From an optimization exercise on the open Yosys and OpenROAD flow, aimed at small area and few clock cycles; shortcuts taken in it are not production practice.
Where RTL was checked, it was by simulation tests only, not by an equivalence proof against the original.
Only the layout flow was run in run 5; the RTL was not checked for function there.
Power is estimated from default activity; no workload was simulated.

File: flow/design.v
module snpe (
    input  wire        clk,
    input  wire        rst,
    input  wire        cmd_valid,
    output wire        cmd_ready,
    input  wire [7:0]  cmd_data,
    input  wire        cmd_last,
    output wire        rsp_valid,
    input  wire        rsp_ready,
    output wire [7:0]  rsp_data,
    output wire        rsp_last,
    input  wire [31:0] now,
    input  wire [15:0] rnd
);
    localparam N_SLOTS = 5;
    localparam [15:0] CK_INIT = 16'h1021;
    localparam [3:0] C_RESET = 4'd0,  C_INIT = 4'd1,  C_BYTE = 4'd2,  C_READ = 4'd3,
                     C_GEN   = 4'd4,  C_CHK  = 4'd5,  C_REQ  = 4'd6,  C_CCHK = 4'd7,
                     C_RD    = 4'd8,  C_CNT  = 4'd9,  C_ILL  = 4'd10, C_GENB = 4'd11,
                     C_CHKB  = 4'd12;
    localparam [3:0] K_OK1  = 4'd0,  K_EOP  = 4'd1,  K_EFMT = 4'd2,  K_ELEN = 4'd3,
                     K_CRC  = 4'd4,  K_REQH = 4'd5,  K_REQN = 4'd6,  K_CKS  = 4'd7,
                     K_EFUL = 4'd8,  K_EMIS = 4'd9,  K_CHKH = 4'd10, K_RD   = 4'd11,
                     K_CNT  = 4'd12, K_EIDX = 4'd13;
    function [15:0] ck_step(input [15:0] a, input [7:0] b);
        ck_step = {a[14:0], a[15]} ^ {8'h00, b};
    endfunction
    reg [15:0] acc;
    reg [N_SLOTS-1:0] pv;
    reg [15:0] pchal [0:N_SLOTS-1];
    reg [15:0] piss  [0:N_SLOTS-1];
    reg [31:0] pt    [0:N_SLOTS-1];
    reg [N_SLOTS-1:0] zh;      
    reg        rsp;        
    reg        pl;         
    reg [8:0]  cnt;        
    reg [3:0]  cls;        
    reg [7:0]  kh, kl;     
    reg [15:0] tacc;       
    reg [2:0]  sidx;       
    reg        pend;       
    localparam [8:0] P0 = 9'h000, P1 = 9'h1FF, P2 = 9'h1FE, P3 = 9'h1FD;
    reg [8:0] cnt_dec;
    integer b;
    always @(*) begin : dec
        reg z;
        z = 1'b1;    
        for (b = 0; b < 9; b = b + 1) begin
            cnt_dec[b] = cnt[b] ^ z;
            z = z & ~cnt[b];
        end
    end
    assign cmd_ready = !rsp;
    assign rsp_valid = rsp;
    wire cmd_fire = cmd_valid && !rsp;
    wire rsp_fire = rsp && rsp_ready;
    wire [7:0] d  = cmd_data;
    wire first    = !pl && (cnt == P0);    
    integer i, j;
    function [N_SLOTS-1:0] to_log(input [N_SLOTS-1:0] v);
        integer a, c;
        begin
            to_log = {N_SLOTS{1'b0}};
            for (a = 0; a < N_SLOTS; a = a + 1)
                for (c = 0; c < N_SLOTS; c = c + 1)
                    if (zh[c] && v[(c + a) % N_SLOTS]) to_log[a] = 1'b1;
        end
    endfunction
    function [N_SLOTS-1:0] to_pos(input [2:0] s);
        integer a, c;
        begin
            to_pos = {N_SLOTS{1'b0}};
            for (a = 0; a < N_SLOTS; a = a + 1)
                for (c = 0; c < N_SLOTS; c = c + 1)
                    if (zh[c] && s == a) to_pos[(c + a) % N_SLOTS] = 1'b1;
        end
    endfunction
    wire [N_SLOTS-1:0] rsel = to_pos(sidx);
    reg         sv, slive;
    reg  [15:0] schal, siss;
    reg  [31:0] st;
    wire [N_SLOTS-1:0] live;
    always @(*) begin
        sv = 1'b0; slive = 1'b0; schal = 16'h0000; siss = 16'h0000; st = 32'h0;
        for (i = 0; i < N_SLOTS; i = i + 1)
            if (rsel[i] && pv[i]) begin
                sv    = 1'b1;
                slive = slive | live[i];
                schal = schal | pchal[i];
                siss  = siss  | piss[i];
                st    = st    | pt[i];
            end
    end
    function is_live(input v, input [31:0] t);
        reg [10:0] bw;       
        reg [9:0]  df;
        reg [21:0] q;
        reg        ok;
        integer    e;
        begin
            bw[0] = 1'b0;
            for (e = 0; e < 10; e = e + 1) begin
                df[e]   = now[e] ^ t[e] ^ bw[e];
                bw[e+1] = (~now[e] & t[e]) | (~(now[e] ^ t[e]) & bw[e]);
            end
            q  = t[31:10] ^ now[31:10];
            ok = (q[0] == bw[10]);
            for (e = 0; e < 21; e = e + 1)
                ok = ok & (q[e+1] == (t[10+e] & ~now[10+e]));
            is_live = v && ok && !(&df[9:5] && (df[4] || df[3]));
        end
    endfunction
    reg  lv1, lv2, lv4;
    wire live0 = is_live(pv[0], pt[0]);
    wire live3 = is_live(pv[3], pt[3]);
    assign live = {lv4, live3, lv2, lv1, live0};
    always @(posedge clk) begin
        lv1 <= live0;
        lv2 <= lv1;
        lv4 <= live3;
    end
    reg [N_SLOTS-1:0] chal_m, iss_m;
    wire [15:0] v16 = {kh, d};
    always @(*) begin
        for (i = 0; i < N_SLOTS; i = i + 1) begin
            chal_m[i] = live[i] && (pchal[i] == v16);
            iss_m[i]  = live[i] && (piss[i] == v16);
        end
    end
    function [2:0] lowest(input [N_SLOTS-1:0] m);
        integer a;
        begin
            lowest = 3'd0;
            for (a = N_SLOTS - 1; a >= 0; a = a - 1)
                if (m[a]) lowest = a[2:0];
        end
    endfunction
    wire [N_SLOTS-1:0] chal_l = to_log(chal_m);
    wire [N_SLOTS-1:0] iss_l  = to_log(iss_m);
    wire [N_SLOTS-1:0] free_l = to_log(~live);
    wire [2:0] chal_idx = lowest(chal_l);
    wire [2:0] iss_idx  = lowest(iss_l);
    wire [2:0] free_idx = lowest(free_l);
    wire [2:0] live_cnt = {2'd0, live[0]} + {2'd0, live[1]} + {2'd0, live[2]} +
                          {2'd0, live[3]} + {2'd0, live[4]};
    reg [3:0] op_cls;
    always @(*) begin
        case (d)
            8'h00: op_cls = C_RESET;
            8'h10: op_cls = C_INIT;
            8'h11: op_cls = C_BYTE;
            8'h12: op_cls = C_READ;
            8'h13: op_cls = C_GEN;
            8'h14: op_cls = C_CHK;
            8'h30: op_cls = C_REQ;
            8'h31: op_cls = C_CCHK;
            8'h32: op_cls = C_RD;
            8'h33: op_cls = C_CNT;
            default: op_cls = C_ILL;
        endcase
    end
    wire [3:0]  c      = first ? op_cls : cls;
    wire        byte_op = !pl && (c == C_BYTE);
    wire [15:0] src     = pl ? tacc : (byte_op ? acc : CK_INIT);
    wire [15:0] step    = ck_step(src, d);
    wire        k_eq    = (step == {kh, kl});
    wire        big_n   = (|d[7:5]) || (&d[4:1]);             
    reg [3:0]  kind;
    reg        wr_slot, acc_init, acc_step, clr_slots;
    reg [2:0]  kidx;
    always @(*) begin
        kind = K_EFMT;
        wr_slot = 1'b0; acc_init = 1'b0; acc_step = 1'b0; clr_slots = 1'b0;
        kidx = 3'd0;
        if (pl) begin
            if (cnt == 9'd1) begin
                if (cls == C_GENB || cls == C_CHKB) begin
                    kind = K_ELEN;
                end else begin
                    acc_step = 1'b1;
                    kind = (cls == C_CHK && !k_eq) ? K_CKS : K_CRC;
                end
            end
        end else begin
            case (c)
                C_RESET: if (cnt == P0) begin kind = K_OK1; acc_init = 1'b1; clr_slots = 1'b1; end
                C_INIT:  if (cnt == P0) begin kind = K_OK1; acc_init = 1'b1; end
                C_READ:  if (cnt == P0) kind = K_CRC;
                C_CNT:   if (cnt == P0) kind = K_CNT;
                C_BYTE:  if (cnt == P1) begin kind = K_OK1; acc_step = 1'b1; end
                C_RD:    if (cnt == P1) begin
                             kind = (!(|d[7:3]) && !(d[2] && |d[1:0])) ? K_RD : K_EIDX;    
                             kidx = d[2:0];
                         end
                C_REQ:   if (cnt == P2) begin
                             if (|chal_m) begin
                                 kind = K_REQH; kidx = chal_idx;
                             end else if (|free_l) begin
                                 kind = K_REQN; kidx = free_idx; wr_slot = 1'b1;
                             end else begin
                                 kind = K_EFUL;
                             end
                         end
                C_CCHK:  if (cnt == P2) begin
                             if (|iss_m) begin kind = K_CHKH; kidx = iss_idx; end
                             else kind = K_EMIS;
                         end
                C_GEN:   if (cnt == P1 && d == 8'd0) begin kind = K_CRC; acc_step = 1'b1; end
                C_CHK:   if (cnt == P3 && d == 8'd0) begin
                             acc_step = 1'b1;
                             kind = k_eq ? K_CRC : K_CKS;
                         end
                C_ILL:   kind = K_EOP;
                default: ;
            endcase
        end
    end
    wire done = cmd_fire && cmd_last;
    always @(posedge clk) begin
        if (rst) begin
            rsp <= 1'b0;
            pl  <= 1'b0;
            cnt <= P0;
        end else if (rsp) begin
            if (rsp_ready) begin
                if (rsp_last) rsp <= 1'b0;
                else          cnt <= cnt_dec;
            end
        end else if (cmd_fire) begin
            if (cmd_last) begin
                rsp  <= 1'b1;
                pl   <= 1'b0;
                cnt  <= {5'd0, rlen_m1(kind)};
                cls  <= kind;
                sidx <= kidx;
            end else begin
                cnt <= cnt_dec;
                if (first) cls <= op_cls;
                if (pl) begin
                    tacc <= step;
                end else begin
                    if (cnt == P1) kh <= d;
                    if ((c == C_GEN && cnt == P1) || (c == C_CHK && cnt == P3)) begin
                        pl   <= 1'b1;
                        cnt  <= {1'b0, d};
                        tacc <= step;
                        if (big_n) cls <= (c == C_GEN) ? C_GENB : C_CHKB;
                    end
                end
            end
            if (!pl && cnt == P2) kl <= d;
        end
    end
    wire wr_now = pend && rsel[4];    
    always @(posedge clk) begin
        if (rst) begin
            acc  <= CK_INIT;
            pend <= 1'b0;
            zh   <= 5'b00001;
        end else begin
            zh <= {zh[3:0], zh[4]};
            if (done) begin
                if (acc_init) acc <= CK_INIT;
                if (acc_step) acc <= step;
                if (wr_slot)  pend <= 1'b1;
            end
            if (wr_now) pend <= 1'b0;
        end
    end
    always @(posedge clk) begin
        if (rst || (done && clr_slots))
            pv <= {N_SLOTS{1'b0}};
        else
            pv <= {pv[3:0], pv[4] | wr_now};
    end
    integer k;
    always @(posedge clk) begin
        for (k = 1; k < N_SLOTS; k = k + 1) begin
            pchal[k] <= pchal[k-1];
            piss[k]  <= piss[k-1];
            pt[k]    <= pt[k-1];
        end
        if (wr_now) begin
            pchal[0] <= {kh, kl};
            piss[0]  <= rnd;
            pt[0]    <= now;
        end else begin
            pchal[0] <= pchal[N_SLOTS-1];
            piss[0]  <= piss[N_SLOTS-1];
            pt[0]    <= pt[N_SLOTS-1];
        end
    end
    function [3:0] rlen_m1(input [3:0] kd);
        case (kd)
            K_CRC, K_CKS:   rlen_m1 = 4'd2;
            K_REQH, K_REQN: rlen_m1 = 4'd4;
            K_CHKH, K_CNT:  rlen_m1 = 4'd1;
            K_RD:           rlen_m1 = 4'd10;
            default:        rlen_m1 = 4'd0;
        endcase
    endfunction
    wire [3:0] r = cnt[3:0];
    assign rsp_last = (r == 4'd0);
    reg [7:0] rdata;
    assign rsp_data = rdata;
    always @(*) begin
        rdata = 8'h00;
        case (cls)
            K_EOP, K_EFMT, K_ELEN, K_EFUL, K_EMIS, K_EIDX:
                rdata = {4'd0, cls};
            K_CRC, K_CKS:
                case (r)
                    4'd2:    rdata = (cls == K_CKS) ? 8'h07 : 8'h00;
                    4'd1:    rdata = acc[15:8];
                    default: rdata = acc[7:0];
                endcase
            K_REQH:
                case (r)
                    4'd2:    rdata = siss[15:8];
                    4'd1:    rdata = siss[7:0];
                    4'd0:    rdata = {5'd0, sidx};
                    default: rdata = 8'h00;
                endcase
            K_REQN:
                case (r)
                    4'd3:    rdata = 8'h01;
                    4'd2:    rdata = rnd[15:8];
                    4'd1:    rdata = rnd[7:0];
                    4'd0:    rdata = {5'd0, sidx};
                    default: rdata = 8'h00;
                endcase
            K_CHKH: rdata = (r == 4'd0) ? {5'd0, sidx} : 8'h00;
            K_CNT:  rdata = (r == 4'd0) ? {5'd0, live_cnt} : 8'h00;
            K_RD:
                case (r)
                    4'd9:  rdata = {7'd0, sv};
                    4'd8:  rdata = {7'd0, slive};
                    4'd7:  rdata = schal[15:8];
                    4'd6:  rdata = schal[7:0];
                    4'd5:  rdata = siss[15:8];
                    4'd4:  rdata = siss[7:0];
                    4'd3:  rdata = st[31:24];
                    4'd2:  rdata = st[23:16];
                    4'd1:  rdata = st[15:8];
                    4'd0:  rdata = st[7:0];
                    default: rdata = 8'h00;
                endcase
            default: rdata = 8'h00;
        endcase
    end
endmodule
File: flow/run.sh
#!/bin/bash
# synth_recipe.tcl (not shown) runs the flow's synth.tcl, then flattens the netlist and writes it again
# the make line also repeats each setting of config.mk as NAME=value (left out here)
make -C /OpenROAD-flow-scripts/flow DESIGN_CONFIG=/design/flow/config.mk WORK_HOME=/design/flow/orfs CLKGATE_MAP_FILE= SYNTH_SCRIPT=/design/flow/synth_recipe.tcl finish
File: flow/config.mk
export PLATFORM = sky130hd
export DESIGN_NAME = snpe
export DESIGN_NICKNAME = snpe
export VERILOG_FILES = /design/flow/design.v
export SDC_FILE = /design/flow/constraint.sdc
export NUM_CORES = 4
export LEC_CHECK = 0
export CAP_MARGIN = 20
export CORE_MARGIN = 2
export CORE_UTILIZATION = 40
export CTS_BUF_LIST = sky130_fd_sc_hd__clkbuf_8
export CTS_CLUSTER_DIAMETER = 60
export CTS_CLUSTER_SIZE = 16
export SLEW_MARGIN = 20
File: flow/constraint.sdc
create_clock -name core_clock -period 10.0 [get_ports {clk}]
set_input_delay 2.0000 -clock core_clock [delete_from_list [all_inputs] [get_ports {clk}]]
set_output_delay 2.0000 -clock core_clock [all_outputs]
set_load 0.01 [all_outputs]
==> reports/qor.yml, run 1 <==
yosys:
  ys_ff_latch: 400
  avgSynthCellArea_um2: 9.84
  async_reset_ff_share_pct: 0
  synth_fa_ha_area_share_pct: 5.42
  netlist_instances: 1937
  ys_seq_area_share_pct: 44.1
  synthMuxAreaShare_pct: 2.81
  yosys.area_share.xor_xnor_pct: 10.5
  synth_warnings: 4
  synth_nets: 2071
  synth_top_family_by_area: "compound AO/OA/AOI/OAI gates"
  synth_ff_type: "dfxtp_1"
  synth_compound_area_share_pct: 19.7
  synthSimpleGateAreaFrac_pct: 12.7
  synth_edf_count: 39
  synth.cell_area_mm2: 0.0191
  synth_cell_type_count: 95
setup_path:
  worstSetupStartpoint: "now[1]"
  crit_arrival_ns: 7.71
  critPathRequiredTime_ns: 8.00
  cp-start-kind: "primary input"
  r2r_start: "pt[3][1]"
  worstSetupPathType: "primary input to output pin"
  max_stage_delay_ns: 0.46
  crit_slowest_cell: "or3_4"
  cpMostUsedCell: "fa_2"
  cp-end-kind: "output pin"
  cp_max_fo: 2
clock_tree:
  numCtsBuffers: 37
  clk_pin_slew_ns: 0.10
  clockRootBuffer: "clkbuf_8"
  cts.sinks: 400
  cts_buffer_depth: 3
  clk_latency_ns: 0.67
  ctsHtreeMaxLevel: 2
  postCtsHoldBufs: 0
  cts_tree: "done"
status:
  run_status: "complete, no violations"
final_layout:
  final_nets: 2095
  drive_gt1_share_pct: 10.2
  syn_to_final_growth_pct: 11.0
  fin_util_pct: 45.2
  layout_common_cells: "361 x dfxtp_1, 128 x xor2_1, 104 x nand2_1"
  nFillCells: 4438
  final_common_cell: "dfxtp_1"
routing:
  vias_per_cell: 6.18
  drtIter0Drc: 2213
  drc_errors: 0
  dr.pass1.iters: 8
  ant_nets: 0
  routedWlPerCell_um: 25.5
  routed_wirelength_mm: 66.1
  vias: 16000
power_and_ir_drop:
  power_mw: 3.02
  p_leak_nw: 7.88
  power.density_mw_per_mm2: 143
  peakVddDrop_uv: 71.8
global_routing:
  grt_overflow: 0
  grt_max_degree: 62
  grt_usage_pct: 26.2
  antenna_found_initial: 1
  grt_pass1_wl_mm: 98.8
  grt_pass1_vias: 15600
hold_path:
  hp-class: "flip-flop to flip-flop"
  min-delay-start: "pt[2][3]"
floorplanning:
  initial_core_util_pct: 40.8
  die_w_um: 222
  coreArea_mm2: 0.0468
  ioPinCount: 72
  rows: 79
  die_h_um: 222
  die_area_mm2: 0.0494
placement:
  place.port_buffers: 71
  gp_congestion: 0.957
  place_ws_ns: -0.957
  dp_hpwl_mm: 47.2
timing:
  rsz0062_at_grt: "false"
  min_period_over_period_pct: 97.1
  worst_slew_pin_slew_ns: 1.16
  hold_viol: 0
  max_freq_ghz: 0.103
  fin_ws_ns: 0.290
  setup_violations: 0
  finalMaxSlewViolations: 0
  tns_ns: 0
  period_needed_ns: 9.71
  clock_skew_ns: 0.0575
  slew_headroom_pct: 21.9
flow_run:
  max-cap-violations: 0
-- worst paths after layout --
check | slack, ns | to | cells past startpoint
min | 0.33 | pt[3][3] | 0
max | 0.29 | rsp_data[1] | 32
max reg2reg | 3.12 | cnt[0] | 26
min reg2reg | 0.33 | pt[3][3] | 0
-- sequential cells by signal, indices dropped and copies added, names as in the netlist --
name	flops
cls	4
pv	5
lv2	1
zh	5
piss	80
rsp	1
kh	8
acc	16
tacc	16
kl	8
pl	1
pend	1
lv1	1
cnt	9
lv4	1
pt	160
pchal	80
sidx	3
-- critical path, delay by kind of cell --
kind	cells	cell delay, ns
AND/OR/NAND/NOR	7	0.97
adder cells (fa/ha/maj)	11	3.17
XOR/XNOR	1	0.18
buffers and inverters	9	0.64
AO/OA/AOI/OAI	4	0.74
-- timing repair --
action                                  CTS  global route
endpoints found under the setup margin    3             3
gates resized for setup                  39            13
buffers inserted                          2             0
hold endpoints to repair                  0             0
pin swaps                                18            19
-- synthesized netlist by cell type (all sizes together), types with 5 or more instances --
cell    count  area, um2
nor2b      19        126
mux2       36        405
or3         7       48.8
a222oi     79        791
nor4       47        315
dfxtp     361       7230
mux2i      13        130
nand4      36        225
or4        14        105
or2         6       37.5
nor3b      12       95.1
o22ai      25        156
nor3       23        120
a221oi     24        229
a22oi      76        571
nand2     106        400
ha         57        713
a32oi       5       43.8
nor2      103        397
and2       14       88.8
nand3      26        130
o21ai      77        385
a221o       8       80.1
nand2b     15       93.8
o31ai       5       37.5
fa         16        320
xor2      129       1130
edfxtp     39       1170
and3       11       68.8
o221ai     12        105
a31oi      20        140
xnor2     100        876
buf        55        307
a21oi     100        508
a211oi     13        103
clkbuf     67        251
a31o        5       43.8
inv        96        360
a21o        7       60.1
-- layer usage --
layer | global-route usage (%) | part of all wire [%]
met5 | 0 | 0
met4 | 7.32 | 2.7
met3 | 4.42 | 8.7
met2 | 40.8 | 44
met1 | 37.3 | 44
-- logic make-up (layout without fill, tap and decap cells) --
family          after synthesis  count (layout)
xor+xnor                    229             229
buf+inv                     219             264
simple gates                457             457
other cells                   0               1
fa+ha+maj                    73              73
flops                       400             400
mux                          49              49
compound gates              510             510
-- where the power goes --
group	switching [mW]	total, mW	internal, mW
combinational	0.216	0.341	0.125
clock	0.631	1.03	0.395
sequential	0.0226	1.65	1.63
-- layout make-up --
| type | instances | area, um2 | area share (%) |
|---|---|---|---|
| Multi-Input combinational cell | 1318 | 9940 | 47.0 |
| Sequential cell | 400 | 8400 | 39.7 |
| Clock buffer | 40 | 551 | 2.60 |
| Tap cell | 607 | 759 | 3.59 |
| Clock inverter | 20 | 174 | 0.822 |
| Inverter | 97 | 364 | 1.72 |
| Antenna cell | 1 | 2.50 | 0.0118 |
| Timing Repair Buffer | 107 | 963 | 4.55 |
-- stage by stage --
stage	cell area (um2)	hold slack [ns]	instances
floorplan	19100	0.331	1937
global placement	20300	0.335	2527
detailed placement	20300	0.338	2527
CTS	21100	0.326	2589
global route	21200	0.338	2590
finish	21200	0.331	2590
Testbench counts, summed over its fixed seeds: cycles 39,449.
==> run 2, diff against run 1 <==
--- a/flow/config.mk
+++ b/flow/config.mk
@@ -10,5 +10,2 @@
 export CORE_UTILIZATION = 40
-export CTS_BUF_LIST = sky130_fd_sc_hd__clkbuf_8
-export CTS_CLUSTER_DIAMETER = 60
-export CTS_CLUSTER_SIZE = 16
 export SLEW_MARGIN = 20
==> reports/qor.yml, run 2 <==
setup_path:
  crit_slowest_cell: "or3_4"
  max_stage_delay_ns: 0.47
  critPathRequiredTime_ns: 8.00
  cp-start-kind: "primary input"
  cpMostUsedCell: "fa_2"
  path_buf_inv: 9
  r2r_setup_slack_ns: 3.19
  worstSetupPathType: "primary input to output pin"
  crit_arrival_ns: 7.71
  cp-end-kind: "output pin"
  path_delay_family: "adder cells"
  cp_max_fo: 2
final_layout:
  drive_gt1_share_pct: 10.7
  final_common_cell: "dfxtp_1"
  multi_input_area_mm2: 0.00994
  syn_to_final_growth_pct: 14.5
  nFillCells: 4378
  top_regs: "pt: 160 flops, pchal: 80 flops, piss: 80 flops"
  final_nets: 2102
  layout_common_cells: "361 x dfxtp_1, 128 x xor2_1, 104 x nand2_1"
  regMostFlops: "pt"
  register_area_mm2: 0.00840
  largest_register_ffs: 160
global_routing:
  grt_pass1_wl_mm: 99.2
  grt_max_degree: 62
  grt_usage_pct: 26.3
  grt_pass1_vias: 15700
  grt_overflow: 0
  antenna_found_initial: 0
yosys:
  netlist_instances: 1937
  synth_edf_count: 39
  synth.cell_area_mm2: 0.0191
  synthSimpleGateAreaFrac_pct: 12.7
  synthMuxAreaShare_pct: 2.81
  async_reset_ff_share_pct: 0
  synth_compound_area_share_pct: 19.7
  synth_area_leaders: "dfxtp_1 38%, edfxtp_1 6.1%, xor2_1 5.9%"
  yosysTopAreaCell: "dfxtp_1"
  synth_nets: 2071
  ys_ff_latch: 400
  ys_seq_area_share_pct: 44.1
  netlist.area_leader.share_pct: 37.9
  synth_cell_type_count: 95
  avgSynthCellArea_um2: 9.84
  yosys.area_share.xor_xnor_pct: 10.5
  synth_common_cells: "361 x dfxtp_1, 129 x xor2_1, 105 x nand2_1"
  synth_top_family_by_area: "compound AO/OA/AOI/OAI gates"
  synth_warnings: 4
  yosys.cell_count.top_type: "dfxtp_1"
  synth_ff_type: "dfxtp_1"
  synth_fa_ha_area_share_pct: 5.42
routing:
  drc_errors: 0
  drtIter0Drc: 2285
  routedWlPerCell_um: 25.4
  dr.pass1.iters: 13
  ant_nets: 0
  vias: 16000
  routed_wirelength_mm: 66.3
  vias_per_cell: 6.12
clock_tree:
  cts_tree: "done"
  clockRootBuffer: "clkbuf_16"
  clk_pin_slew_ns: 0.06
  clk_latency_ns: 0.60
  numCtsBuffers: 43
  ctsHtreeMaxLevel: 2
  cts_buffer_depth: 3
  cts.sinks: 400
placement:
  place_ws_ns: -0.957
  dp_hpwl_mm: 47.2
  place.port_buffers: 71
  gp_congestion: 0.957
timing:
  fin_ws_ns: 0.289
  min_period_over_period_pct: 97.1
  hold_viol: 0
  finalMaxSlewViolations: 0
  period_needed_ns: 9.71
  worst_slew_pin_slew_ns: 1.04
  tns_ns: 0
  slew_headroom_pct: 30.2
  rsz0062_at_grt: "false"
  clock_skew_ns: 0.0335
  max_freq_ghz: 0.103
  setup_violations: 0
power_and_ir_drop:
  power.density_mw_per_mm2: 164
  peakVddDrop_uv: 116
  p_leak_nw: 8.18
floorplanning:
  die_area_mm2: 0.0494
  coreArea_mm2: 0.0468
  ioPinCount: 72
  rows: 79
  die_h_um: 222
  initial_core_util_pct: 40.8
  die_w_um: 222
flow_run:
  max-cap-violations: 0
hold_path:
  hp-class: "flip-flop to flip-flop"
status:
  run_status: "complete, no violations"
run 2: cell type report:
type | count | area share [%]
diodes | 1 | 0.0115
inverters | 97 | 1.67
clock inverters | 17 | 0.832
flip-flops and latches | 400 | 38.5
clock buffers | 59 | 5.48
well taps | 607 | 3.48
repair buffers | 108 | 4.45
multi-input cells | 1318 | 45.6
run 2: report_power, final:
| part | internal [mW] | leakage (nW) | switching (mW) |
|---|---|---|---|
| sequential | 1.63 | 3.32 | 0.0225 |
| combinational | 0.125 | 4.18 | 0.215 |
| clock | 0.895 | 0.676 | 0.693 |
run 2: per-stage QoR:
step | instance area [um2] | utilization, % | power (mW) | instances | hold WS [ns]
2_1_floorplan | 19100 | - | 1.89 | 1937 | 0.331
3_3_place_gp | 20300 | 43.3 | 2.01 | 2527 | 0.335
3_5_place_dp | 20300 | 43.4 | 2.02 | 2527 | 0.338
4_1_cts | 21700 | 46.5 | 3.59 | 2605 | 0.333
5_1_grt | 21800 | 46.7 | 3.68 | 2606 | 0.344
6_report | 21800 | 46.7 | 3.58 | 2607 | 0.327
run 2: layer usage:
layer	vias to the layer above	global-route usage, %	wire length (um)
li1	7259	-	-
met3	105	4.22	5640
met4	0	7.56	1860
met1	7821	37.4	29300
met2	770	41.0	29500
met5	-	0	0
run 2: cell families after synthesis:
group	after synthesis
and+or+nand+nor	457
buffers and inverters	219
xor gates and xnor gates	229
adders and majority gates	73
AOI/OAI and AO/OA	510
muxes	49
DFF	400
run 2: path summary, 6_finish.rpt:
kind | depth (start not counted) | from | to
min reg2reg | 0 | pt[2][28] | pt[3][28]
max | 32 | now[1] | rsp_data[1]
min | 0 | pt[2][28] | pt[3][28]
max reg2reg | 29 | pt[0][1] | cnt[1]
run 2: what timing repair did:
action | 4_1_cts | 5_1_grt
endpoints found under the setup margin | 3 | 3
hold buffers | 0 | 0
resized for setup | 39 | 13
pin swaps | 18 | 19
buffers inserted | 2 | 1
==> run 3, diff against run 2 <==
==> flow/flow/run.sh (new file) <==
#!/bin/bash
# Layout: the standard flow (standard.sh, unchanged synthesis), with two
# changes to how the layout is made:
#  - each port gets a small buffer (buf_2) rather than the one buffer_ports
#    picks by default (a 10 um2 delay buffer);
#  - clock tree synthesis clusters up to 16 sinks per clkbuf_8 and does not
#    add dummy loads for balancing.
# Each tool's full output is in orfs/logs/... (per ORFS step) and standard.log.
set -euo pipefail
export BUFFER_PORTS_ARGS="-buffer_cell sky130_fd_sc_hd__buf_2"
export CTS_ARGS="-sink_clustering_enable -repair_clock_nets -buf_list sky130_fd_sc_hd__clkbuf_8 -sink_clustering_size 16 -sink_clustering_max_diameter 60 -dont_use_dummy_load"
bash standard.sh > standard.log 2>&1
==> flow/standard.sh (new file) <==
#!/bin/bash
# synth_recipe.tcl (not shown) runs the flow's synth.tcl, then flattens the netlist and writes it again
# the make line also repeats each setting of config.mk as NAME=value (left out here)
make -C /OpenROAD-flow-scripts/flow DESIGN_CONFIG=/design/flow/config.mk WORK_HOME=/design/flow/orfs CLKGATE_MAP_FILE= SYNTH_SCRIPT=/design/flow/synth_recipe.tcl "${@:-finish}"
--- a/flow/config.mk
+++ b/flow/config.mk
@@ -9,3 +9,3 @@
 export CORE_MARGIN = 2
-export CORE_UTILIZATION = 40
+export CORE_UTILIZATION = 60
 export SLEW_MARGIN = 20
removed: flow/run.sh
==> reports/qor.yml, run 3 <==
status:
  run_status: "complete, no violations"
global_routing:
  grt_usage_pct: 36.8
  antenna_found_initial: 3
  grt_overflow: 0
  grt_pass1_vias: 15100
  grt_max_degree: 79
  grt_pass1_wl_mm: 92.5
placement:
  dp_hpwl_mm: 44.7
  place_ws_ns: -0.171
  dp_cells: 2305
  place.port_buffers: 71
  gp_congestion: 0.979
  dpl_cell_area_mm2: 0.0195
yosys:
  synth_nets: 2071
  yosysTopAreaCell: "dfxtp_1"
  yosys.cell_count.top_type: "dfxtp_1"
  synth_warnings: 4
  synth.cell_area_mm2: 0.0191
  ys_ff_latch: 400
  ys_seq_area_share_pct: 44.1
  synth_edf_count: 39
  synth_cell_type_count: 95
  async_reset_ff_share_pct: 0
  avgSynthCellArea_um2: 9.84
  synth_area_leaders: "dfxtp_1 38%, edfxtp_1 6.1%, xor2_1 5.9%"
  netlist_instances: 1937
  synth_ff_type: "dfxtp_1"
  netlist.area_leader.share_pct: 37.9
  synth_common_cells: "361 x dfxtp_1, 129 x xor2_1, 105 x nand2_1"
timing:
  finalMaxSlewViolations: 0
  hold_viol: 0
  max_freq_ghz: 0.101
  fin_ws_ns: 0.130
  clock_skew_ns: 0.115
  min_period_over_period_pct: 98.7
  worst_slew_pin_slew_ns: 1.14
  period_needed_ns: 9.87
  setup_violations: 0
  rsz0062_at_grt: "true"
  slew_headroom_pct: 23.5
setup_path:
  crit_arrival_ns: 7.87
  critPathRequiredTime_ns: 8.00
  cp-start-kind: "primary input"
  r2r_setup_slack_ns: 3.26
  cp-end-kind: "output pin"
  worstSetupPathType: "primary input to output pin"
  crit_slowest_cell: "or3_4"
  cp_max_fo: 2
  max_stage_delay_ns: 0.47
  cpMostUsedCell: "inv_1"
clock_tree:
  clockRootBuffer: "clkbuf_8"
  numCtsBuffers: 35
  cts_buffer_depth: 3
  clk_pin_slew_ns: 0.10
  postCtsSetupRepairBufs: 0
  clk_latency_ns: 0.59
  cts_tree: "done"
  ctsHtreeMaxLevel: 2
  cts.sinks: 400
final_layout:
  final_nets: 2074
  fin_area_mm2: 0.0201
  largest_register_ffs: 160
  instances_no_fill: 2341
  syn_to_final_growth_pct: 5.29
  regMostFlops: "pt"
  drive_gt1_share_pct: 10.9
  layout_common_cells: "361 x dfxtp_1, 129 x xor2_1, 104 x nand2_1"
  top_regs: "pt: 160 flops, pchal: 80 flops, piss: 80 flops"
  final_common_cell: "dfxtp_1"
routing:
  dr.pass1.iters: 9
  ant_nets: 0
  routedWlPerCell_um: 26.6
  vias_per_cell: 6.82
  drc_errors: 0
  vias: 16000
  drtIter0Drc: 2057
  routed_wirelength_mm: 62.2
floorplanning:
  coreArea_mm2: 0.0314
  die_area_mm2: 0.0332
  ioPinCount: 72
  initial_core_util_pct: 60.7
  die_w_um: 182
  rows: 65
  die_h_um: 182
power_and_ir_drop:
  p_leak_nw: 7.66
  peakVddDrop_uv: 122
  power.density_mw_per_mm2: 140
hold_path:
  hp-class: "flip-flop to flip-flop"
flow_run:
  max-cap-violations: 0
[run 3: cell types whose count changed in the layout (fill, tap and decap cells not counted), moves of 7 or more]
cell	change
buf_2	+68
buf_4	-20
clkbuf_1	-10
clkbuf_16	-43
clkbuf_8	+29
clkdlybuf4s50_1	-65
inv_1	+7
inv_2	-7
[run 3: path summary, 6_finish.rpt]
kind / depth (start not counted) / to / startpoint
worst max register to register: 26 / cnt[0] / pt[3][1]
worst min register to register: 0 / piss[3][8] / piss[2][8]
worst min-delay path: 0 / piss[3][8] / piss[2][8]
worst max-delay path: 32 / rsp_data[1] / now[1]
[run 3: cell type report]
type / instances / area, um2
antenna: 1 / 2.50
clock buffer: 35 / 482
fill: 2623 / 11300
inverter: 97 / 364
multi-input combinational: 1318 / 9830
sequential: 400 / 8400
tap: 402 / 503
timing repair buffer: 88 / 483
[run 3: cells by family (layout without fill, tap and decap cells)]
kind of cell | after synthesis | count (layout) | synth area share, %
xor gates and xnor gates | 229 | 229 | 10.5
AOI/OAI and AO/OA | 510 | 510 | 19.7
and+or+nand+nor | 457 | 457 | 12.7
DFF | 400 | 400 | 44.1
muxes | 49 | 49 | 2.81
other | 0 | 1 | 0
adders and majority gates | 73 | 73 | 5.42
buffers and inverters | 219 | 220 | 4.84
[run 3: power breakdown]
part / leakage, nW / internal, mW / total (mW) / switching, mW
Sequential: 3.32 / 1.63 / 1.65 / 0.0226
Clock: 0.252 / 0.315 / 0.835 / 0.521
Combinational: 4.09 / 0.106 / 0.315 / 0.209
Total: 7.66 / 2.05 / 2.80 / 0.752
[run 3: per-stage QoR]
step                      util [%]  TNS (ns)  hold slack [ns]  power, mW
after floorplan                  -         0            0.331       1.89
after global placement        62.2         0            0.334       1.99
after detailed placement      62.2    -0.171            0.338       1.99
after CTS                     63.8         0            0.296       2.80
after global routing          63.9    -0.130            0.296       2.89
final                         63.9         0            0.287       2.80
[run 3: what timing repair did]
item	4_1_cts	5_1_grt
gates cloned	0	0
endpoints found under the setup margin	1	3
hold buffers	0	0
pin swaps	4	3
resized for setup	4	10
[run 3: critical path: cells and delay by family]
family / cells / cell delay, ns
and+or+nand+nor: 7 / 1.04
xor gates and xnor gates: 1 / 0.18
adders and majority gates: 11 / 3.21
AOI/OAI and AO/OA: 4 / 0.76
buffers and inverters: 9 / 0.69
[run 3: routing by layer]
layer  GRT usage [%]  wire [um]
met1            52.3      26600
met2            54.5      26500
met3            8.46       6550
met4            14.0       2450
met5           0.444          8
==> run 4, diff against run 3 <==
--- a/flow/config.mk
+++ b/flow/config.mk
@@ -9,3 +9,3 @@
 export CORE_MARGIN = 2
-export CORE_UTILIZATION = 60
+export CORE_UTILIZATION = 40
 export SLEW_MARGIN = 20
==> reports/qor.yml, run 4 <==
routing:
  drtIter0Drc: 2210
  vias_per_cell: 6.21
  drc_errors: 0
  routedWlPerCell_um: 25.6
  ant_nets: 0
  routed_wirelength_mm: 65.4
  vias: 15800
  dr.pass1.iters: 10
setup_path:
  path_depth: 32
  ff2ff_path_depth: 27
  crit_slowest_cell: "or3_4"
  cp-end-kind: "output pin"
  path_buf_inv: 9
  crit_arrival_ns: 7.88
  path_delay_family: "adder cells"
  cp_max_fo: 2
  cpMostUsedCell: "fa_2"
  cp-start-kind: "primary input"
  critPathRequiredTime_ns: 8.00
  worstSetupPathType: "primary input to output pin"
  max_stage_delay_ns: 0.48
yosys:
  netlist_instances: 1937
  avgSynthCellArea_um2: 9.84
  netlist.area_leader.share_pct: 37.9
  yosysTopAreaCell: "dfxtp_1"
  ys_ff_latch: 400
  yosys.cell_count.top_type: "dfxtp_1"
  async_reset_ff_share_pct: 0
  synth_cell_type_count: 95
  synth.cell_area_mm2: 0.0191
  synth_edf_count: 39
  synth_nets: 2071
  synth_area_leaders: "dfxtp_1 38%, edfxtp_1 6.1%, xor2_1 5.9%"
  synth_common_cells: "361 x dfxtp_1, 129 x xor2_1, 105 x nand2_1"
  ys_seq_area_share_pct: 44.1
  synth_ff_type: "dfxtp_1"
  synth_warnings: 4
timing:
  clock_skew_ns: 0.129
  slew_headroom_pct: 15.5
  finalMaxSlewViolations: 0
  max_freq_ghz: 0.101
  worst_slew_pin_slew_ns: 1.26
  min_period_over_period_pct: 98.8
  period_needed_ns: 9.88
  hold_viol: 0
  rsz0062_at_grt: "true"
  setup_violations: 0
hold_path:
  hp-class: "flip-flop to flip-flop"
  hold_depth: 0
clock_tree:
  clk_pin_slew_ns: 0.10
  ctsHtreeMaxLevel: 2
  postCtsHoldBufs: 0
  clk_latency_ns: 0.65
  cts_tree: "done"
  numCtsBuffers: 36
  cts.sinks: 400
  cts_buffer_depth: 3
  clockRootBuffer: "clkbuf_8"
global_routing:
  grt_max_degree: 61
  antenna_found_initial: 3
  grt_pass1_vias: 15300
  grt_pass1_wl_mm: 98.6
  grt_usage_pct: 26.0
  grt_overflow: 0
placement:
  gp_congestion: 0.938
  dpl_cell_area_mm2: 0.0198
  dp_hpwl_mm: 46.8
  place.port_buffers: 71
final_layout:
  final_nets: 2080
  drive_gt1_share_pct: 12.0
  syn_to_final_growth_pct: 7.22
  regMostFlops: "pt"
  nFillCells: 4460
  fin_util_pct: 43.7
  layout_common_cells: "361 x dfxtp_1, 128 x xor2_1, 103 x nand2_1"
  largest_register_ffs: 160
  final_common_cell: "dfxtp_1"
  top_regs: "pt: 160 flops, pchal: 80 flops, piss: 80 flops"
  fin_area_mm2: 0.0204
floorplanning:
  rows: 79
  ioPinCount: 72
  initial_core_util_pct: 40.8
  die_w_um: 222
  die_h_um: 222
  die_area_mm2: 0.0494
  coreArea_mm2: 0.0468
power_and_ir_drop:
  p_leak_nw: 7.68
  power_mw: 2.83
  power.density_mw_per_mm2: 139
  peakVddDrop_uv: 68.0
flow_run:
  max-cap-violations: 0
status:
  run_status: "complete, no violations"
[run 4: cell counts after synthesis]
No cell type changed its count.
[run 4: worst reg2reg max path, cell delays in order, from the launching register on]
cell and delay (ns):
dfxtp_1 0.36, ha_4 0.28, nand2_2 0.04, nor2_1 0.09, o21ai_1 0.08, nand2b_1 0.12, fa_2 0.21, inv_2 0.04
fa_2 0.35, inv_2 0.07, fa_2 0.19, inv_2 0.04, fa_2 0.35, fa_2 0.37, fa_2 0.37, fa_2 0.53
o21ai_0 0.11, o2111ai_2 0.28, buf_4 0.17, buf_4 0.09, nor4_1 0.10, nor4_1 0.85, or3b_1 0.47, or2_1 0.27
a31oi_4 0.24, and3_1 0.19, nand3_1 0.12, a221oi_2 0.27
[run 4: where the power goes]
| group | leakage (nW) | switching [mW] | internal, mW | total [mW] |
|---|---|---|---|---|
| clock network | 0.259 | 0.533 | 0.323 | 0.856 |
| registers | 3.32 | 0.0230 | 1.63 | 1.65 |
| logic | 4.10 | 0.215 | 0.109 | 0.324 |
| total | 7.68 | 0.771 | 2.06 | 2.83 |
[run 4: repair_timing]
action | 4_1_cts | 5_1_grt
setup endpoints to repair | 1 | 3
gates resized for setup | 6 | 26
cloned | 0 | 0
endpoints found under the hold margin | 0 | 0
pin swaps | 3 | 19
buffers inserted | 0 | 1
[run 4: path summary, 6_finish.rpt]
path | from | end | slack (ns)
setup / recovery | now[1] | rsp_data[1] | 0.12
hold / removal | pt[1][8] | pt[2][8] | 0.31
setup reg to reg | pt[0][1] | cnt[0] | 3.25
hold reg to reg | pt[1][8] | pt[2][8] | 0.31
[run 4: final cells by class]
| type | count | area [um2] | share of cell area, % |
|---|---|---|---|
| inverters | 97 | 369 | 1.81 |
| well taps | 607 | 759 | 3.72 |
| clock buffers | 36 | 495 | 2.42 |
| diodes | 1 | 2.50 | 0.0122 |
| repair buffers | 93 | 527 | 2.58 |
| multi-input cells | 1318 | 9880 | 48.4 |
| flip-flops and latches | 400 | 8400 | 41.1 |
[run 4: cell families after synthesis]
logic type                 Yosys count  synth area share, %
AOI/OAI and AO/OA                  510                 19.7
xor gates and xnor gates           229                 10.5
adders and majority gates           73                 5.42
buffers and inverters              219                 4.84
DFF                                400                 44.1
muxes                               49                 2.81
and+or+nand+nor                    457                 12.7
[run 4: stage by stage]
step                hold slack [ns]  setup slack (ns)  instances  setup TNS, ns
finish                        0.313             0.118       2552              0
global route                  0.310            -0.143       2551         -0.178
CTS                           0.312            0.0327       2549              0
detailed placement            0.337            -0.188       2513         -0.188
global placement              0.335            -0.153       2513         -0.153
floorplan                     0.331             0.470       1937              0
[run 4: layer usage]
| layer | global-route usage, % | routed length [um] | vias to the layer above |
|---|---|---|---|
| met5 | 0 | 0 | - |
| met4 | 7.96 | 1800 | 0 |
| met1 | 37.1 | 29000 | 7792 |
| met3 | 5.18 | 5800 | 95 |
| met2 | 39.4 | 28800 | 781 |
| li1 | - | - | 7176 |
==> run 5, diff against run 4 <==
--- a/flow/design.v
+++ b/flow/design.v
@@ -53,5 +53,4 @@
     assign cmd_ready = !rsp;
-    assign rsp_valid = rsp;
     wire cmd_fire = cmd_valid && !rsp;
-    wire rsp_fire = rsp && rsp_ready;
+    wire rsp_fire = rsp_valid && rsp_ready;
     wire [7:0] d  = cmd_data;
@@ -78,17 +77,14 @@
     wire [N_SLOTS-1:0] rsel = to_pos(sidx);
-    reg         sv, slive;
-    reg  [15:0] schal, siss;
-    reg  [31:0] st;
     wire [N_SLOTS-1:0] live;
-    always @(*) begin
-        sv = 1'b0; slive = 1'b0; schal = 16'h0000; siss = 16'h0000; st = 32'h0;
-        for (i = 0; i < N_SLOTS; i = i + 1)
-            if (rsel[i] && pv[i]) begin
-                sv    = 1'b1;
-                slive = slive | live[i];
-                schal = schal | pchal[i];
-                siss  = siss  | piss[i];
-                st    = st    | pt[i];
-            end
-    end
+    wire sv    = |(rsel & pv);             
+    wire slive = |(rsel & live);           
+    wire [7:0] tap [0:7];
+    assign tap[0] = pv[0] ? pchal[0][15:8] : 8'h00;
+    assign tap[1] = pv[1] ? pchal[1][7:0]  : 8'h00;
+    assign tap[2] = pv[2] ? piss[2][15:8]  : 8'h00;
+    assign tap[3] = pv[3] ? piss[3][7:0]   : 8'h00;
+    assign tap[4] = pv[4] ? pt[4][31:24]   : 8'h00;
+    assign tap[5] = pv[0] ? pt[0][23:16]   : 8'h00;
+    assign tap[6] = pv[1] ? pt[1][15:8]    : 8'h00;
+    assign tap[7] = pv[2] ? pt[2][7:0]     : 8'h00;
     function is_live(input v, input [31:0] t);
@@ -224,3 +220,3 @@
         end else if (rsp) begin
-            if (rsp_ready) begin
+            if (rsp_fire) begin
                 if (rsp_last) rsp <= 1'b0;
@@ -303,2 +299,33 @@
     assign rsp_last = (r == 4'd0);
+    function       sbyte(input [3:0] kd, input [3:0] rr);
+        sbyte = (kd == K_RD && rr <= 4'd7) || (kd == K_REQH && (rr == 4'd2 || rr == 4'd1));
+    endfunction
+    function [2:0] sfield(input [3:0] kd, input [3:0] rr);
+        sfield = (kd == K_RD) ? 3'd7 - rr[2:0] : 3'd4 - rr[2:0];
+    endfunction
+    reg  [7:0] sb;
+    reg        sbok;       
+    wire       r_sb   = sbyte(cls, r);
+    wire       moving = rsp_fire;
+    wire [3:0] rn     = moving ? r - 4'd1 : r;       
+    wire       need   = moving ? sbyte(cls, rn) : (r_sb && !sbok);
+    wire [2:0] lf     = sfield(cls, rn);
+    reg        at_tap;
+    always @(*) begin
+        case (lf)
+            3'd0, 3'd5: at_tap = rsel[0];
+            3'd1, 3'd6: at_tap = rsel[1];
+            3'd2, 3'd7: at_tap = rsel[2];
+            3'd3:       at_tap = rsel[3];
+            default:    at_tap = rsel[4];
+        endcase
+    end
+    always @(posedge clk) begin
+        if (!rsp || moving) sbok <= 1'b0;
+        if (rsp && need && at_tap) begin
+            sb   <= tap[lf];
+            sbok <= 1'b1;
+        end
+    end
+    assign rsp_valid = rsp && (!r_sb || sbok);
     reg [7:0] rdata;
@@ -318,4 +345,3 @@
                 case (r)
-                    4'd2:    rdata = siss[15:8];
-                    4'd1:    rdata = siss[7:0];
+                    4'd2, 4'd1: rdata = sb;
                     4'd0:    rdata = {5'd0, sidx};
@@ -335,13 +361,6 @@
                 case (r)
+                    4'd10: rdata = 8'h00;
                     4'd9:  rdata = {7'd0, sv};
                     4'd8:  rdata = {7'd0, slive};
-                    4'd7:  rdata = schal[15:8];
-                    4'd6:  rdata = schal[7:0];
-                    4'd5:  rdata = siss[15:8];
-                    4'd4:  rdata = siss[7:0];
-                    4'd3:  rdata = st[31:24];
-                    4'd2:  rdata = st[23:16];
-                    4'd1:  rdata = st[15:8];
-                    4'd0:  rdata = st[7:0];
-                    default: rdata = 8'h00;
+                    default: rdata = sb;
                 endcase
==> reports/qor.yml, run 5 <==
timing:
  setup_violations: 1
  hold_viol: 0
  rsz0062_at_grt: "true"
  worst_slew_pin_slew_ns: 1.12
  slew_headroom_pct: 24.9
  hold_ws_ns: 0.299
  clock_skew_ns: 0.112
  period_needed_ns: 10.02
  max_freq_ghz: 0.0998
  min_period_over_period_pct: 100
  fin_ws_ns: -0.0214
  finalMaxSlewViolations: 0
routing:
  drtIter0Drc: 1296
  routed_wirelength_mm: 55.1
  routedWlPerCell_um: 22.6
  drc_errors: 0
  vias_per_cell: 5.62
  ant_nets: 0
  vias: 13700
  dr.pass1.iters: 8
power_and_ir_drop:
  swShare_pct: 26.6
  p_int_mw: 2.11
  power_frac_comb_pct: 11.9
  power_mw: 2.88
  p_leak_nw: 8.02
  power_switching_uw: 767
  power_frac_clock_pct: 29.2
  power.density_mw_per_mm2: 146
  pwr-share-seq_pct: 58.9
  peakVddDrop_uv: 141
floorplanning:
  die_w_um: 217
  die_h_um: 217
  rows: 78
  coreArea_mm2: 0.0451
  ioPinCount: 72
  initial_core_util_pct: 40.3
  die_area_mm2: 0.0471
yosys:
  ys_ff_latch: 409
  synth_cell_type_count: 96
  synth_ff_type: "dfxtp_1"
  netlist.area_leader.share_pct: 39.9
  netlist_instances: 1787
  synth_common_cells: "362 x dfxtp_1, 174 x xor2_1, 122 x nand2_1"
  ys_seq_area_share_pct: 47.7
  synth_nets: 1924
  avgSynthCellArea_um2: 10.2
  async_reset_ff_share_pct: 0
  synth_edf_count: 47
  yosys.cell_count.top_type: "dfxtp_1"
  synth.cell_area_mm2: 0.0182
  yosysTopAreaCell: "dfxtp_1"
  synth_area_leaders: "dfxtp_1 40%, xor2_1 8.4%, edfxtp_1 7.8%"
  synth_warnings: 4
setup_path:
  r2r_start: "pt[0][1]"
  crit_arrival_ns: 8.02
  max_stage_delay_ns: 0.43
  r2r_setup_slack_ns: 1.54
  worstSetupStartpoint: "now[1]"
  ff2ff_path_depth: 47
  cp_max_fo: 3
  critPathRequiredTime_ns: 8.00
  endpoint: "rsp_data[0]"
  crit_slowest_cell: "fa_1"
  worstSetupPathType: "primary input to output pin"
  cp-start-kind: "primary input"
  cp-end-kind: "output pin"
  cpMostUsedCell: "fa_2"
  r2r-end: "cnt[1]"
clock_tree:
  cts.sinks: 409
  clk_pin_slew_ns: 0.11
  clk_latency_ns: 0.64
  ctsHtreeMaxLevel: 2
  cts_tree: "done"
  numCtsBuffers: 36
  postCtsHoldBufs: 0
  cts_buffer_depth: 3
  clockRootBuffer: "clkbuf_8"
global_routing:
  grt_overflow: 0
  grt_max_degree: 90
  grt_usage_pct: 23.2
  antenna_found_initial: 1
  grt_pass1_vias: 13400
  grt_pass1_wl_mm: 82.6
final_layout:
  regMostFlops: "pt"
  layout_common_cells: "362 x dfxtp_1, 174 x xor2_1, 121 x nand2_1"
  final_nets: 1975
  largest_register_ffs: 160
  syn_to_final_growth_pct: 8.75
  top_regs: "pt: 160 flops, pchal: 80 flops, piss: 80 flops"
  diodes: 0
  final_common_cell: "dfxtp_1"
  drive_gt1_share_pct: 13.2
hold_path:
  hp-class: "flip-flop to flip-flop"
  min-delay-start: "pt[2][7]"
status:
  so_faults: "setup timing"
  run_status: "complete, but fails checks"
placement:
  place.port_buffers: 71
  dp_hpwl_mm: 40.8
  place_ws_ns: -0.111
  gp_congestion: 0.919
flow_run:
  max-cap-violations: 0
==> run 5: cell types whose count changed after synthesis, sizes merged, moves of 16 or more <==
cell / change
a222oi: -63
a221oi: -16
xnor2: -44
clkbuf: -16
inv: -18
nor3: +22
a21oi: -42
xor2: +45
nand2: +16
==> run 5: metrics by stage <==
step / instances / area, um2 / TNS, ns / util, %
final: 2436 / 19800 / -0.0214 / 43.8
after CTS: 2434 / 19700 / 0 / 43.6
after detailed placement: 2380 / 19000 / -0.111 / 42.2
after floorplan: 1787 / 18200 / 0 / -
after global routing: 2436 / 19800 / -0.632 / 43.8
after global placement: 2380 / 19000 / 0 / 42.2
==> run 5: cell type report <==
class	instances	area (um2)
flip-flops and latches	409	8660
multi-input cells	1204	8920
fillers	4357	25300
inverters	79	299
well taps	600	751
clock buffers	36	495
repair buffers	108	633
==> run 5: worst max-delay path, delay by kind of cell <==
family                     cells  cell delay, ns
buffers and inverters          7            0.57
AOI/OAI and AO/OA              6            0.94
and+or+nand+nor                7            1.09
xor gates and xnor gates       1            0.18
adders and majority gates     10            3.25
==> run 5: kinds of logic (layout without fill, tap and decap cells) <==
kind of cell | Yosys count | after routing | share of synthesized area [%]
multiplexers | 54 | 54 | 3.26
AO/OA/AOI/OAI | 352 | 352 | 14.0
buffers and inverters | 174 | 223 | 3.93
adder cells (fa/ha/maj) | 76 | 76 | 5.89
AND/OR/NAND/NOR | 492 | 492 | 14.2
flip-flops | 409 | 409 | 47.7
XOR/XNOR | 230 | 230 | 11.1
==> run 5: repair_timing <==
| item | 4_1_cts | 5_1_grt |
|---|---|---|
| resized for setup | 5 | 11 |
| endpoints found under the hold margin | 0 | 0 |
| pin swaps | 3 | 8 |
| setup endpoints to repair | 2 | 6 |
| setup buffers | 18 | 2 |
==> run 5: routing by layer <==
metal | wire length (um) | track usage, % | up-vias
li1 | - | - | 6452
met2 | 25200 | 36.8 | 514
met4 | 2040 | 9.29 | 2
met5 | 7 | 0 | -
met1 | 24200 | 31.5 | 6624
met3 | 3660 | 3.72 | 103
==> run 5: worst min path at each step <==
stage / endpoint / slack, ns / depth (start not counted)
2_1_floorplan: pt[2][0] / 0.31 / 0
3_3_place_gp: pt[2][18] / 0.31 / 0
3_5_place_dp: pt[2][3] / 0.31 / 0
4_1_cts: pt[3][7] / 0.29 / 0
5_1_grt: pt[3][7] / 0.29 / 0
6_report: pt[3][7] / 0.30 / 0
==> run 5: power by group through the flow <==
stage	clock network (mW)	registers, mW	logic [mW]
finish	0.842	1.70	0.342
detailed placement	0	1.73	0.333
floorplan	0	1.71	0.243
CTS	0.869	1.69	0.337
global placement	0	1.73	0.332
global route	0.928	1.70	0.374
==> run 6, diff against run 5 <==
--- a/flow/design.v
+++ b/flow/design.v
@@ -23,3 +23,3 @@
                      K_EFUL = 4'd8,  K_EMIS = 4'd9,  K_CHKH = 4'd10, K_RD   = 4'd11,
-                     K_CNT  = 4'd12, K_EIDX = 4'd13;
+                     K_CNT  = 4'd12, K_EIDX = 4'd13, K_REQU = 4'd14, K_CHKU = 4'd15;
     function [15:0] ck_step(input [15:0] a, input [7:0] b);
@@ -57,2 +57,3 @@
     wire first    = !pl && (cnt == P0);    
+    wire undecided;
     integer i, j;
@@ -117,10 +118,17 @@
     end
-    reg [N_SLOTS-1:0] chal_m, iss_m;
-    wire [15:0] v16 = {kh, d};
+    wire        by_chal = (cls[2:0] == 3'b110);    
+    wire [15:0] vop     = rsp ? {kh, kl} : {kh, d};
+    reg  [N_SLOTS-1:0] cmp;
+    reg  cf1, cf3;
     always @(*) begin
-        for (i = 0; i < N_SLOTS; i = i + 1) begin
-            chal_m[i] = live[i] && (pchal[i] == v16);
-            iss_m[i]  = live[i] && (piss[i] == v16);
-        end
+        cmp = {N_SLOTS{1'b0}};
+        for (i = 0; i < N_SLOTS; i = i + 2)
+            cmp[i] = ((by_chal ? pchal[i] : piss[i]) == vop);
+    end
+    always @(posedge clk) begin
+        cf1 <= cmp[0];
+        cf3 <= cmp[2];
     end
+    wire [N_SLOTS-1:0] key_m = live & {cmp[4], cf3, cmp[2], cf1, cmp[0]};
+    wire               hit   = |key_m;
     function [2:0] lowest(input [N_SLOTS-1:0] m);
@@ -133,7 +141,4 @@
     endfunction
-    wire [N_SLOTS-1:0] chal_l = to_log(chal_m);
-    wire [N_SLOTS-1:0] iss_l  = to_log(iss_m);
     wire [N_SLOTS-1:0] free_l = to_log(~live);
-    wire [2:0] chal_idx = lowest(chal_l);
-    wire [2:0] iss_idx  = lowest(iss_l);
+    wire [2:0] hit_idx  = lowest(to_log(key_m));
     wire [2:0] free_idx = lowest(free_l);
@@ -191,14 +196,5 @@
                 C_REQ:   if (cnt == P2) begin
-                             if (|chal_m) begin
-                                 kind = K_REQH; kidx = chal_idx;
-                             end else if (|free_l) begin
-                                 kind = K_REQN; kidx = free_idx; wr_slot = 1'b1;
-                             end else begin
-                                 kind = K_EFUL;
-                             end
-                         end
-                C_CCHK:  if (cnt == P2) begin
-                             if (|iss_m) begin kind = K_CHKH; kidx = iss_idx; end
-                             else kind = K_EMIS;
+                             kind = K_REQU; kidx = free_idx; wr_slot = |free_l;
                          end
+                C_CCHK:  if (cnt == P2) kind = K_CHKU;
                 C_GEN:   if (cnt == P1 && d == 8'd0) begin kind = K_CRC; acc_step = 1'b1; end
@@ -224,2 +220,13 @@
             end
+            if (undecided) begin
+                if (hit) begin
+                    cls  <= (cls == K_REQU) ? K_REQH : K_CHKH;
+                    sidx <= hit_idx;
+                end else if (cls == K_REQU && pend) begin
+                    cls  <= K_REQN;
+                end else begin
+                    cls  <= (cls == K_REQU) ? K_EFUL : K_EMIS;
+                    cnt  <= P0;
+                end
+            end
         end else if (cmd_fire) begin
@@ -249,3 +256,3 @@
     end
-    wire wr_now = pend && rsel[4];    
+    wire wr_now = pend && rsel[4] && !(cls == K_REQU && hit);
     always @(posedge clk) begin
@@ -262,3 +269,3 @@
             end
-            if (wr_now) pend <= 1'b0;
+            if (wr_now || (undecided && hit)) pend <= 1'b0;
         end
@@ -291,4 +298,4 @@
             K_CRC, K_CKS:   rlen_m1 = 4'd2;
-            K_REQH, K_REQN: rlen_m1 = 4'd4;
-            K_CHKH, K_CNT:  rlen_m1 = 4'd1;
+            K_REQH, K_REQN, K_REQU: rlen_m1 = 4'd4;
+            K_CHKH, K_CNT, K_CHKU:  rlen_m1 = 4'd1;
             K_RD:           rlen_m1 = 4'd10;
@@ -298,3 +305,4 @@
     wire [3:0] r = cnt[3:0];
-    assign rsp_last = (r == 4'd0);
+    assign undecided = rsp && (cls == K_REQU || cls == K_CHKU);
+    assign rsp_last = (r == 4'd0) || (undecided && !hit && !(cls == K_REQU && pend));
     function       sbyte(input [3:0] kd, input [3:0] rr);
@@ -358,2 +366,4 @@
             K_CHKH: rdata = (r == 4'd0) ? {5'd0, sidx} : 8'h00;
+            K_REQU: rdata = (hit || pend) ? 8'h00 : 8'h08;
+            K_CHKU: rdata = hit ? 8'h00 : 8'h09;
             K_CNT:  rdata = (r == 4'd0) ? {5'd0, live_cnt} : 8'h00;
--- a/flow/config.mk
+++ b/flow/config.mk
@@ -9,3 +9,3 @@
 export CORE_MARGIN = 2
-export CORE_UTILIZATION = 40
+export CORE_UTILIZATION = 60
 export SLEW_MARGIN = 20
==> reports/qor.yml, run 6 <==
status:
  run_status: "complete, no violations"
timing:
  period_needed_ns: 9.86
  min_period_over_period_pct: 98.6
  hold_viol: 0
  tns_ns: 0
  max_freq_ghz: 0.101
  finalMaxSlewViolations: 0
  clock_skew_ns: 0.0916
  setup_violations: 0
  slew_headroom_pct: 27.9
  worst_slew_pin_slew_ns: 1.07
  rsz0062_at_grt: "true"
placement:
  dp_hpwl_mm: 36.7
  place.port_buffers: 71
  gp_congestion: 0.934
routing:
  drtIter0Drc: 1198
  vias: 13000
  drc_errors: 0
  routedWlPerCell_um: 23.6
  ant_nets: 0
  routed_wirelength_mm: 49.4
  vias_per_cell: 6.21
  dr.pass1.iters: 6
yosys:
  synth_common_cells: "364 x dfxtp_1, 108 x nand2_1, 84 x inv_1"
  yosysTopAreaCell: "dfxtp_1"
  yosys.cell_count.top_type: "dfxtp_1"
  avgSynthCellArea_um2: 10.6
  async_reset_ff_share_pct: 0
  synth_cell_type_count: 94
  synth_edf_count: 47
  synth_area_leaders: "dfxtp_1 42%, edfxtp_1 8.1%, ha_1 4.5%"
  synth_warnings: 4
  ys_seq_area_share_pct: 49.7
  netlist.area_leader.share_pct: 41.7
  synth.cell_area_mm2: 0.0175
  netlist_instances: 1656
  ys_ff_latch: 411
  synth_ff_type: "dfxtp_1"
  synth_nets: 1796
floorplanning:
  ioPinCount: 72
  die_w_um: 175
  die_h_um: 175
  die_area_mm2: 0.0305
  coreArea_mm2: 0.0287
  rows: 62
  initial_core_util_pct: 60.9
setup_path:
  cp-start-kind: "primary input"
  worstSetupPathType: "primary input to output pin"
  cpMostUsedCell: "fa_2"
  critPathRequiredTime_ns: 8.00
  crit_slowest_cell: "or4_4"
  cp_max_fo: 2
  path_delay_family: "adder cells"
  crit_arrival_ns: 7.86
  path_buf_inv: 9
  max_stage_delay_ns: 0.46
  cp-end-kind: "output pin"
global_routing:
  grt_pass1_vias: 12800
  grt_max_degree: 67
  grt_usage_pct: 32.2
  grt_pass1_wl_mm: 75.0
  antenna_found_initial: 0
  grt_overflow: 0
power_and_ir_drop:
  power.density_mw_per_mm2: 158
  power_switching_uw: 801
  p_int_mw: 2.16
  power_frac_comb_pct: 14.5
  power_mw: 2.96
  peakVddDrop_uv: 149
  pwr-share-seq_pct: 57.7
  p_leak_nw: 7.11
  swShare_pct: 27.1
  power_frac_clock_pct: 27.8
clock_tree:
  clk_latency_ns: 0.57
  cts_buffer_depth: 3
  numCtsBuffers: 35
  ctsHtreeMaxLevel: 2
  postCtsHoldBufs: 0
  clockRootBuffer: "clkbuf_8"
  cts_tree: "done"
  cts.sinks: 411
  postCtsSetupRepairBufs: 0
  clk_pin_slew_ns: 0.10
final_layout:
  syn_to_final_growth_pct: 7.27
  top_regs: "pt: 160 flops, pchal: 80 flops, piss: 80 flops"
  diodes: 0
  largest_register_ffs: 160
  final_nets: 1850
  regMostFlops: "pt"
  final_common_cell: "dfxtp_1"
  layout_common_cells: "364 x dfxtp_1, 107 x nand2_1, 78 x inv_1"
  drive_gt1_share_pct: 13.1
hold_path:
  hp-class: "flip-flop to flip-flop"
flow_run:
  max-cap-violations: 0
run 6: changes by cell type in the layout (fill, tap and decap cells not counted), moves of 10 or more:
cell      change
nor3_1       -18
nor4_1       -30
xor2_1      -113
nand2_1      -14
mux2_1       +38
nor2_1       -24
a222oi_1     -12
mux2i_1      +45
o21ai_0      -13
a21oi_1      +10
nand3_1      +26
buf_4        -17
run 6: cells by family after synthesis:
group / synth area share [%]
flip-flops: 49.7
buffers and inverters: 3.93
adder cells (fa/ha/maj): 6.34
multiplexers: 8.47
XOR/XNOR: 5.95
AO/OA/AOI/OAI: 12.8
AND/OR/NAND/NOR: 12.8
run 6: final timing paths:
path	cells after the start	end	from	slack, ns
hold reg to reg	0	pt[4][2]	pt[3][2]	0.29
hold / removal	0	pt[4][2]	pt[3][2]	0.29
setup reg to reg	28	pt[0][7]	pt[3][1]	3.31
setup / recovery	33	rsp_data[1]	now[1]	0.14
run 6: cell type report:
type / instances / area (um2)
sequential: 411 / 8700
multi-input combinational: 1085 / 8260
fill: 2360 / 9940
tap: 384 / 480
clock buffer: 35 / 482
inverter: 86 / 325
timing repair buffer: 91 / 515
run 6: power by group through the flow:
stage                     Combinational [mW]  Sequential, mW  Clock (mW)
after floorplan                        0.297            1.73           0
after global placement                 0.415            1.74           0
after detailed placement               0.416            1.75           0
after CTS                              0.419            1.71       0.833
after global routing                   0.465            1.71       0.896
final                                  0.430            1.71       0.823
run 6: routing by layer:
layer / vias up / share of wire [%] / GRT usage, %
met4: 0 / 5.2 / 15.0
met1: 6282 / 42 / 42.5
met2: 542 / 46 / 52.1
met5: - / 0 / 0
met3: 147 / 6.5 / 5.09
li1: 6030 / - / -
run 6: timing repair:
action	in CTS	in global routing
gates resized for setup	8	26
endpoints found under the setup margin	2	3
pin swaps	1	3
run 6: per-stage QoR:
| step | instances | worst slack, ns | utilization [%] | hold WS [ns] | area [um2] |
|---|---|---|---|---|---|
| 6_report | 2092 | 0.136 | 65.4 | 0.294 | 18800 |
| 5_1_grt | 2092 | -0.0740 | 65.4 | 0.284 | 18800 |
| 4_1_cts | 2092 | 0.00484 | 65.0 | 0.285 | 18700 |
| 3_5_place_dp | 2057 | -0.340 | 63.3 | 0.312 | 18200 |
| 3_3_place_gp | 2057 | -0.249 | 63.3 | 0.310 | 18200 |
| 2_1_floorplan | 1656 | 0.388 | - | 0.310 | 17500 |
Testbench counts of run 6, summed over its fixed seeds: cycles 39,979.

## port drivers added, routing unchanged
The results above use ideal ports. As a check the final layouts listed here were re-extracted and re-timed, cells and wires unchanged.
Step 1 (the two cells are an assumption about what drives the block):
set clk [get_ports {clk}]
set_driving_cell -lib_cell sky130_fd_sc_hd__clkbuf_16 $clk
set_driving_cell -lib_cell sky130_fd_sc_hd__buf_2 [delete_from_list [all_inputs] $clk]
Step 2 adds t to the input delays and takes it off the output delays; t is the mean of the earliest and latest rising clock arrival at the registers after step 1. Input paths then give back, and output paths get back, about the clock's delay inside the block.
Slacks: ideal / step 1 / step 2; pairs: ideal / step 1.
run	t, ns	slack for setup (ns)	hold slack, ns	clock arrival spread, ns	slew at the worst register clock pin (ns)
run 1	0.688	0.290 / 0.268 / 0.268	0.331 / 0.331 / 0.331	0.057 / 0.058	0.11 / 0.11
run 2	0.635	0.289 / 0.267 / 0.267	0.327 / 0.327 / 0.327	0.037 / 0.036	0.06 / 0.06
run 3	0.589	0.130 / 0.100 / 0.100	0.287 / 0.287 / 0.287	0.115 / 0.116	0.10 / 0.10
run 4	0.633	0.118 / 0.080 / 0.080	0.313 / 0.313 / 0.313	0.129 / 0.128	0.11 / 0.11
run 5	0.636	-0.021 / -0.043 / -0.276	0.299 / 0.299 / 0.299	0.113 / 0.112	0.11 / 0.11
run 6	0.567	0.136 / 0.082 / 0.082	0.294 / 0.294 / 0.294	0.092 / 0.092	0.10 / 0.10
The setup slack of run 5, which loses most, moves by -0.022 ns with the drivers and by -0.255 ns with both steps.
